This is an optimization exercise on Yosys and OpenROAD, whose aim is small area, not a production implementation.
In this exercise RTL edits were held to simulation tests only and were not proved equivalent to the original.

==> design/flow/design.v <==
module sisops_cpu (
    input  wire         clk,
    input  wire         rst,
    input  wire         start,
    input  wire [31:0]  pc_in,
    input  wire [319:0] regs_in,
    input  wire [63:0]  pt_in,
    input  wire [4:0]   pt_len_in,
    input  wire [7:0]   quantum,
    output wire         busy,
    output reg          done,
    output reg  [2:0]   cause,
    output reg  [47:0]  info,
    output reg  [31:0]  fpc,
    output wire [31:0]  pc_out,
    output wire [319:0] regs_out,
    output reg          mem_req,
    output reg          mem_we,
    output reg  [7:0]   mem_addr,
    output reg  [47:0]  mem_wdata,
    input  wire         mem_ready,
    input  wire         mem_rvalid,
    input  wire [47:0]  mem_rdata
);
    localparam [2:0] C_TIMER   = 3'd0;
    localparam [2:0] C_ADDR    = 3'd1;
    localparam [2:0] C_INVOP   = 3'd2;
    localparam [2:0] C_INVSYS  = 3'd3;
    localparam [2:0] C_STOP    = 3'd4;
    localparam [2:0] C_READ    = 3'd5;
    localparam [2:0] C_WRITE   = 3'd6;
    localparam [7:0] OP_LDI   = 8'd0;
    localparam [7:0] OP_LDD   = 8'd1;
    localparam [7:0] OP_STD   = 8'd2;
    localparam [7:0] OP_ADD   = 8'd3;
    localparam [7:0] OP_SUB   = 8'd4;
    localparam [7:0] OP_MULT  = 8'd5;
    localparam [7:0] OP_JMP   = 8'd6;
    localparam [7:0] OP_JMPIL = 8'd7;
    localparam [7:0] OP_JMPIE = 8'd8;
    localparam [7:0] OP_JMPIG = 8'd9;
    localparam [7:0] OP_SYS   = 8'd10;
    localparam [7:0] OP_STOP  = 8'd11;
    localparam [2:0] S_IDLE  = 3'd0;
    localparam [2:0] S_FETCH = 3'd1;
    localparam [2:0] S_FWAIT = 3'd2;
    localparam [2:0] S_EXEC  = 3'd3;
    localparam [2:0] S_MEM   = 3'd4;
    localparam [2:0] S_MWAIT = 3'd5;
    reg  [2:0]  state;
    reg  [31:0] pc;
    reg  [31:0] x [0:9];
    reg  [3:0]  pt [0:15];
    reg  [4:0]  pt_len;
    reg  [7:0]  qcnt;
    reg  [47:0] ir;
    reg  [7:0]  dpa;         
    integer i;
    assign busy   = (state != S_IDLE);
    assign pc_out = pc;
    genvar g;
    generate
        for (g = 0; g < 10; g = g + 1) begin : g_regs_out
            assign regs_out[32*g +: 32] = x[g];
        end
    endgenerate
    function automatic trans_ok(input [31:0] la, input [4:0] len);
        trans_ok = (la[31:8] == 24'd0) && ({1'b0, la[7:4]} < len);
    endfunction
    wire [7:0] fetch_pa = {pt[pc[7:4]], pc[3:0]};
    wire [7:0]  op   = ir[47:40];
    wire [3:0]  ra   = ir[39:36];
    wire [3:0]  rb   = ir[35:32];
    wire [31:0] imm  = ir[31:0];
    wire uses_a = (op <= OP_MULT) || (op == OP_JMPIL) || (op == OP_JMPIE) || (op == OP_JMPIG);
    wire uses_b = (op == OP_ADD) || (op == OP_SUB) || (op == OP_MULT);
    wire illegal = (op >= 8'd12) || (uses_a && ra > 4'd9) || (uses_b && rb > 4'd9);
    wire [31:0] va = x[ra];
    wire [31:0] vb = x[rb];
    wire [31:0] x8 = x[8];
    wire [31:0] x9 = x[9];
    wire [31:0] sum  = va + vb;
    wire [31:0] diff = va - vb;
    wire [31:0] prod = va * vb;
    wire [31:0] pc_next = pc + 32'd1;
    wire imm_ok = trans_ok(imm, pt_len);
    wire [7:0] imm_pa = {pt[imm[7:4]], imm[3:0]};
    wire x9_ok = trans_ok(x9, pt_len);
    wire [7:0] x9_pa = {pt[x9[7:4]], x9[3:0]};
    always @(*) begin
        mem_req   = 1'b0;
        mem_we    = 1'b0;
        mem_addr  = 8'd0;
        mem_wdata = 48'd0;
        if (state == S_FETCH && trans_ok(pc, pt_len)) begin
            mem_req  = 1'b1;
            mem_addr = fetch_pa;
        end else if (state == S_MEM) begin
            mem_req   = 1'b1;
            mem_addr  = dpa;
            mem_we    = (op == OP_STD);
            mem_wdata = {16'h0CFF, va};
        end
    end
    reg         cmp;         
    reg         fin;         
    reg  [2:0]  fin_cause;
    reg  [47:0] fin_info;
    reg         wr_x;        
    reg  [31:0] wr_val;
    reg         wr_pc;       
    reg  [31:0] pc_val;
    reg         go_mem;      
    reg  [7:0]  go_pa;
    always @(*) begin
        cmp       = 1'b0;
        fin       = 1'b0;
        fin_cause = C_TIMER;
        fin_info  = 48'd0;
        wr_x      = 1'b0;
        wr_val    = 32'd0;
        wr_pc     = 1'b0;
        pc_val    = pc_next;
        go_mem    = 1'b0;
        go_pa     = imm_pa;
        case (state)
            S_FETCH: begin
                if (!trans_ok(pc, pt_len)) begin
                    fin = 1'b1; fin_cause = C_ADDR; fin_info = {16'd0, pc};
                end
            end
            S_EXEC: begin
                if (illegal) begin
                    fin = 1'b1; fin_cause = C_INVOP; fin_info = ir;
                end else begin
                    case (op)
                        OP_LDI: begin
                            wr_x = 1'b1; wr_val = imm; wr_pc = 1'b1; cmp = 1'b1;
                        end
                        OP_LDD, OP_STD: begin
                            if (!imm_ok) begin
                                fin = 1'b1; fin_cause = C_ADDR; fin_info = {16'd0, imm};
                            end else begin
                                go_mem = 1'b1; go_pa = imm_pa;
                            end
                        end
                        OP_ADD: begin
                            wr_x = 1'b1; wr_val = sum; wr_pc = 1'b1; cmp = 1'b1;
                        end
                        OP_SUB: begin
                            wr_x = 1'b1; wr_val = diff; wr_pc = 1'b1; cmp = 1'b1;
                        end
                        OP_MULT: begin
                            wr_x = 1'b1; wr_val = prod; wr_pc = 1'b1; cmp = 1'b1;
                        end
                        OP_JMP: begin
                            wr_pc = 1'b1; pc_val = imm; cmp = 1'b1;
                        end
                        OP_JMPIL: begin
                            wr_pc = 1'b1; pc_val = va[31] ? imm : pc_next; cmp = 1'b1;
                        end
                        OP_JMPIE: begin
                            wr_pc = 1'b1; pc_val = (va == 32'd0) ? imm : pc_next; cmp = 1'b1;
                        end
                        OP_JMPIG: begin
                            wr_pc = 1'b1; pc_val = (!va[31] && va != 32'd0) ? imm : pc_next;
                            cmp = 1'b1;
                        end
                        OP_SYS: begin
                            if (x8 != 32'd1 && x8 != 32'd2) begin
                                fin = 1'b1; fin_cause = C_INVSYS; fin_info = {16'd0, x8};
                            end else if (!x9_ok) begin
                                fin = 1'b1; fin_cause = C_ADDR; fin_info = {16'd0, x9};
                            end else if (x8 == 32'd1) begin
                                wr_pc = 1'b1; fin = 1'b1; fin_cause = C_READ;
                            end else begin
                                go_mem = 1'b1; go_pa = x9_pa;
                            end
                        end
                        default: begin  
                            fin = 1'b1; fin_cause = C_STOP;
                        end
                    endcase
                end
            end
            S_MEM: begin
                if (mem_ready && op == OP_STD) begin
                    wr_pc = 1'b1; cmp = 1'b1;
                end
            end
            S_MWAIT: begin
                if (mem_rvalid) begin
                    wr_pc = 1'b1;
                    if (op == OP_LDD) begin
                        wr_x = 1'b1; wr_val = mem_rdata[31:0]; cmp = 1'b1;
                    end else begin  
                        fin = 1'b1; fin_cause = C_WRITE; fin_info = mem_rdata;
                    end
                end
            end
            default: ;
        endcase
        if (cmp && qcnt == 8'd1) begin
            fin = 1'b1; fin_cause = C_TIMER; fin_info = 48'd0;
        end
    end
    always @(posedge clk) begin
        if (rst) begin
            state <= S_IDLE;
            done  <= 1'b0;
        end else begin
            done <= fin;
            if (state == S_IDLE && start) begin
                pc     <= pc_in;
                for (i = 0; i < 10; i = i + 1)
                    x[i] <= regs_in[32*i +: 32];
                for (i = 0; i < 16; i = i + 1)
                    pt[i] <= pt_in[4*i +: 4];
                pt_len <= pt_len_in;
                qcnt   <= quantum;
            end
            if (wr_x)
                x[ra] <= wr_val;
            if (wr_pc)
                pc <= pc_val;
            if (cmp)
                qcnt <= qcnt - 8'd1;
            if (state == S_FWAIT && mem_rvalid)
                ir <= mem_rdata;
            if (go_mem)
                dpa <= go_pa;
            if (fin) begin
                cause <= fin_cause;
                info  <= fin_info;
                fpc   <= pc;
            end
            if (fin)
                state <= S_IDLE;
            else case (state)
                S_IDLE:  if (start)      state <= S_FETCH;
                S_FETCH: if (mem_ready)  state <= S_FWAIT;
                S_FWAIT: if (mem_rvalid) state <= S_EXEC;
                S_EXEC:  state <= go_mem ? S_MEM : S_FETCH;
                S_MEM:   if (mem_ready)  state <= (op == OP_STD) ? S_FETCH : S_MWAIT;
                S_MWAIT: if (mem_rvalid) state <= S_FETCH;
                default: state <= S_IDLE;
            endcase
        end
    end
endmodule
==> design/flow/run.sh <==
#!/bin/bash
# synth_recipe.tcl (not shown) runs the flow's synth.tcl, then flattens the netlist and writes it again
# the make line also repeats each setting of config.mk as NAME=value (left out here)
make -C /OpenROAD-flow-scripts/flow DESIGN_CONFIG=/design/flow/config.mk WORK_HOME=/design/flow/orfs CLKGATE_MAP_FILE= SYNTH_SCRIPT=/design/flow/synth_recipe.tcl finish
==> design/flow/config.mk <==
export PLATFORM = sky130hd
export DESIGN_NAME = sisops_cpu
export DESIGN_NICKNAME = sisops_cpu
export VERILOG_FILES = /design/flow/design.v
export SDC_FILE = /design/flow/constraint.sdc
export NUM_CORES = 4
export LEC_CHECK = 0
export CAP_MARGIN = 20
export CORE_MARGIN = 2
export CORE_UTILIZATION = 40
export SLEW_MARGIN = 20
==> design/flow/constraint.sdc <==
create_clock -name core_clock -period 11.0 [get_ports {clk}]
set_input_delay 2.2000 -clock core_clock [delete_from_list [all_inputs] [get_ports {clk}]]
set_output_delay 2.2000 -clock core_clock [all_outputs]
set_load 0.01 [all_outputs]
==> flow_metrics.py <==
metrics = {
    "drt": {
        "wirelength_microns": 302400,
        "wl_per_cell_microns": 36.82,
        "dr.first_iter.drc_count": 6795,
        "postRouteAntennaNets": 0,
        "viasPerCell": 6.304,
        "vias": 51770,
        "drc_errors": 0,
        "drt_pass1_iterations": 8,
    },
    "clocking": {
        "path_clk_slew_ps": 60,
        "cts_setup_buffers": 0,
        "ctsResizeCount": 0,
        "postCtsHoldBufs": 0,
        "h-tree-depth": 3,
        "cts_buffer_depth": 3,
        "insertion_delay_ps": 750,
        "cts_made_buffers": 87,
        "cts_tree": "yes",
        "cts-root-buf": "clkbuf_16",
        "clock-sinks": 772,
    },
    "global_routing": {
        "gr-usage-all-layers_pct": 39.23,
        "grt_max_degree": 64,
        "grt_overflow": 0,
        "grt_pass1_wl_microns": 411500,
        "antenna_found_initial": 44,
        "grt_pass1_vias": 50670,
    },
    "sta": {
        "setup-violations-final": 0,
        "fmax_mhz": 97.84,
        "skew_ps": 57.83,
        "rsz0062_at_grt": "no",
        "min_period_over_period_pct": 92.91,
        "final.setup.worst_slack_ps": 779.6,
        "worst_pin_slew_ps": 1261,
        "hold_slack_ps": 568.9,
        "period_minus_slack_ps": 10220,
        "finalHoldViolations": 0,
        "maxSlewViolCount": 0,
        "fin_setup_tns_ps": 0,
        "slew_headroom_pct": 15.08,
    },
    "setup_path": {
        "critPathMaxStageDelay_ps": 670,
        "required_ps": 11440,
        "critPathKind": "reg -> reg",
        "critPathCaptureType": "register",
        "worst_path_max_delay_cell": "dfxtp_4",
        "crit_top_cell": "fa_1",
        "crit_path_start_kind": "register",
        "cp_max_fo": 27,
        "arrival_ps": 10660,
    },
    "run": {
        "drv_cap": 0,
    },
    "logic_synthesis": {
        "ys_seq_elements": 772,
        "synth_cell_types": 90,
        "async_flop_share_pct": 0,
        "yosysWarnings": 2,
        "synth_area_per_cell_sq_um": 11.28,
        "synth-edff-count": 760,
        "syn_inst": 5247,
        "synth_area_sq_mm": 0.05920,
        "yosysSeqAreaShare_pct": 38.96,
        "synth_top_flop_cell": "edfxtp_1",
    },
    "finish": {
        "syn_to_final_growth_pct": 26.46,
        "mostFrequentLayoutCell": "clkdlybuf4s50_1",
        "layout-drive-gt1-share_pct": 14.40,
        "layout_common_cells": "clkdlybuf4s50_1 (970), edfxtp_1 (760), nand2_1 (552)",
        "fillers": 13260,
        "design_area_sq_mm": 0.07486,
        "multiInputGateArea_sq_mm": 0.03299,
        "utilization_pct": 50.82,
        "instances_no_fill": 8213,
        "ff_latch_area_sq_mm": 0.02308,
        "nNetsFinal": 7249,
    },
    "worst_hold_path": {
        "min-delay-path-class": "reg -> reg",
    },
    "floorplan": {
        "rows": 141,
        "core_sq_mm": 0.1473,
        "die-width_microns": 388.7,
        "die-area_sq_mm": 0.1511,
        "io_pins": 977,
        "die_y_microns": 388.7,
        "initial_utilization_pct": 40.19,
    },
    "outcome": {
        "status": "complete, no violations",
    },
    "place": {
        "numPortBuffers": 970,
        "placedInstanceArea_sq_mm": 0.07195,
        "place_hpwl_microns": 238800,
        "pre_cts_slack_ps": 857.1,
        "place_congestion": 1.004,
        "dp_cells": 8030,
    },
}
[sequential cells by signal, summed over array words and instances (netlist names), 8 cells and up, named ones only]
register  flops
ir           48
x           512
dpa           8
info         48
pt           64
fpc          32
pc           32
qcnt          8
[cell type report]
class | count | share of cell area, %
Multi-Input combinational cell | 3627 | 44.07
Sequential cell | 772 | 30.83
Timing Repair Buffer | 1191 | 15.43
Tap cell | 1930 | 3.226
Clock buffer | 108 | 3.067
Inverter | 511 | 2.562
Clock inverter | 53 | 0.7387
Antenna cell | 21 | 0.07020
[critical path, delay by kind of cell (launching register included)]
family          cells  cell delay (ps)
fa+ha+maj           9             4140
flops               1              670
simple gates        3              600
mux                 4             1360
compound gates      9             1900
buf+inv             7             1160
[logic make-up (layout without fill, tap and decap cells)]
kind of cell    after synthesis  after routing  share of synthesized area (%)
compound gates              948            948                          10.32
simple gates               1464           1464                          10.94
other cells                   1             27                       0.006335
mux                         473            473                          14.01
flops                       772            772                          38.96
fa+ha+maj                   577            577                          17.38
buf+inv                     853           1863                          5.914
xor+xnor                    159            159                          2.471
[Yosys cell counts, types with 62 or more instances]
library cell	number	area, sq um
inv_1	506	1899
a22oi_1	79	593.1
mux2_2	119	1340
xnor2_1	104	910.9
o21ai_0	346	1732
ha_1	168	2102
nor2_1	493	1851
edfxtp_1	760	22820
fa_1	409	8188
mux4_2	271	6103
mux2i_1	81	810.8
clkbuf_1	239	897.1
a21oi_1	173	865.8
nand2_1	567	2128
nand3_1	62	310.3
[metal layers]
| layer | track usage [%] | part of all wire (%) | up-vias |
|---|---|---|---|
| li1 | - | - | 20680 |
| met2 | 58.29 | 43 | 3978 |
| met1 | 51.15 | 37 | 26370 |
| met3 | 12.00 | 13 | 713 |
| met5 | 0 | 0.074 | - |
| met4 | 21.68 | 6.4 | 32 |
[final timing paths]
path | start | to | slack [ps] | cells after the start
max reg2reg | register | x[0][31] | 780 | 32
min reg2reg | ir[46] | info[46] | 570 | 1
min | ir[46] | info[46] | 570 | 1
max | register | x[0][31] | 780 | 32

port drivers added, routing unchanged:
In the flow no input, the clock included, has a driving cell. The finished layout below was timed again as built, in two steps. Step 1 assumes that a clkbuf_16 drives the clock port and a buf_2 every other input. Step 2, shift: input delay + t, output delay - t, t = (earliest + latest rising clock arrival at the registers) / 2. This alone moves slack from input paths to output paths. Three values: ideal, step 1, step 2; two values: the first two.
t (ns): 0.815
setup slack, ns: 0.780 / 0.780 / 0.780
clock arrival spread, ns: 0.058 / 0.058
worst data-port slew with drivers (ns): 0.17
After both steps setup and hold are still met in this run. For this run, drivers alone change the setup slack by 0.000 ns; drivers and shift together by 0.000 ns.
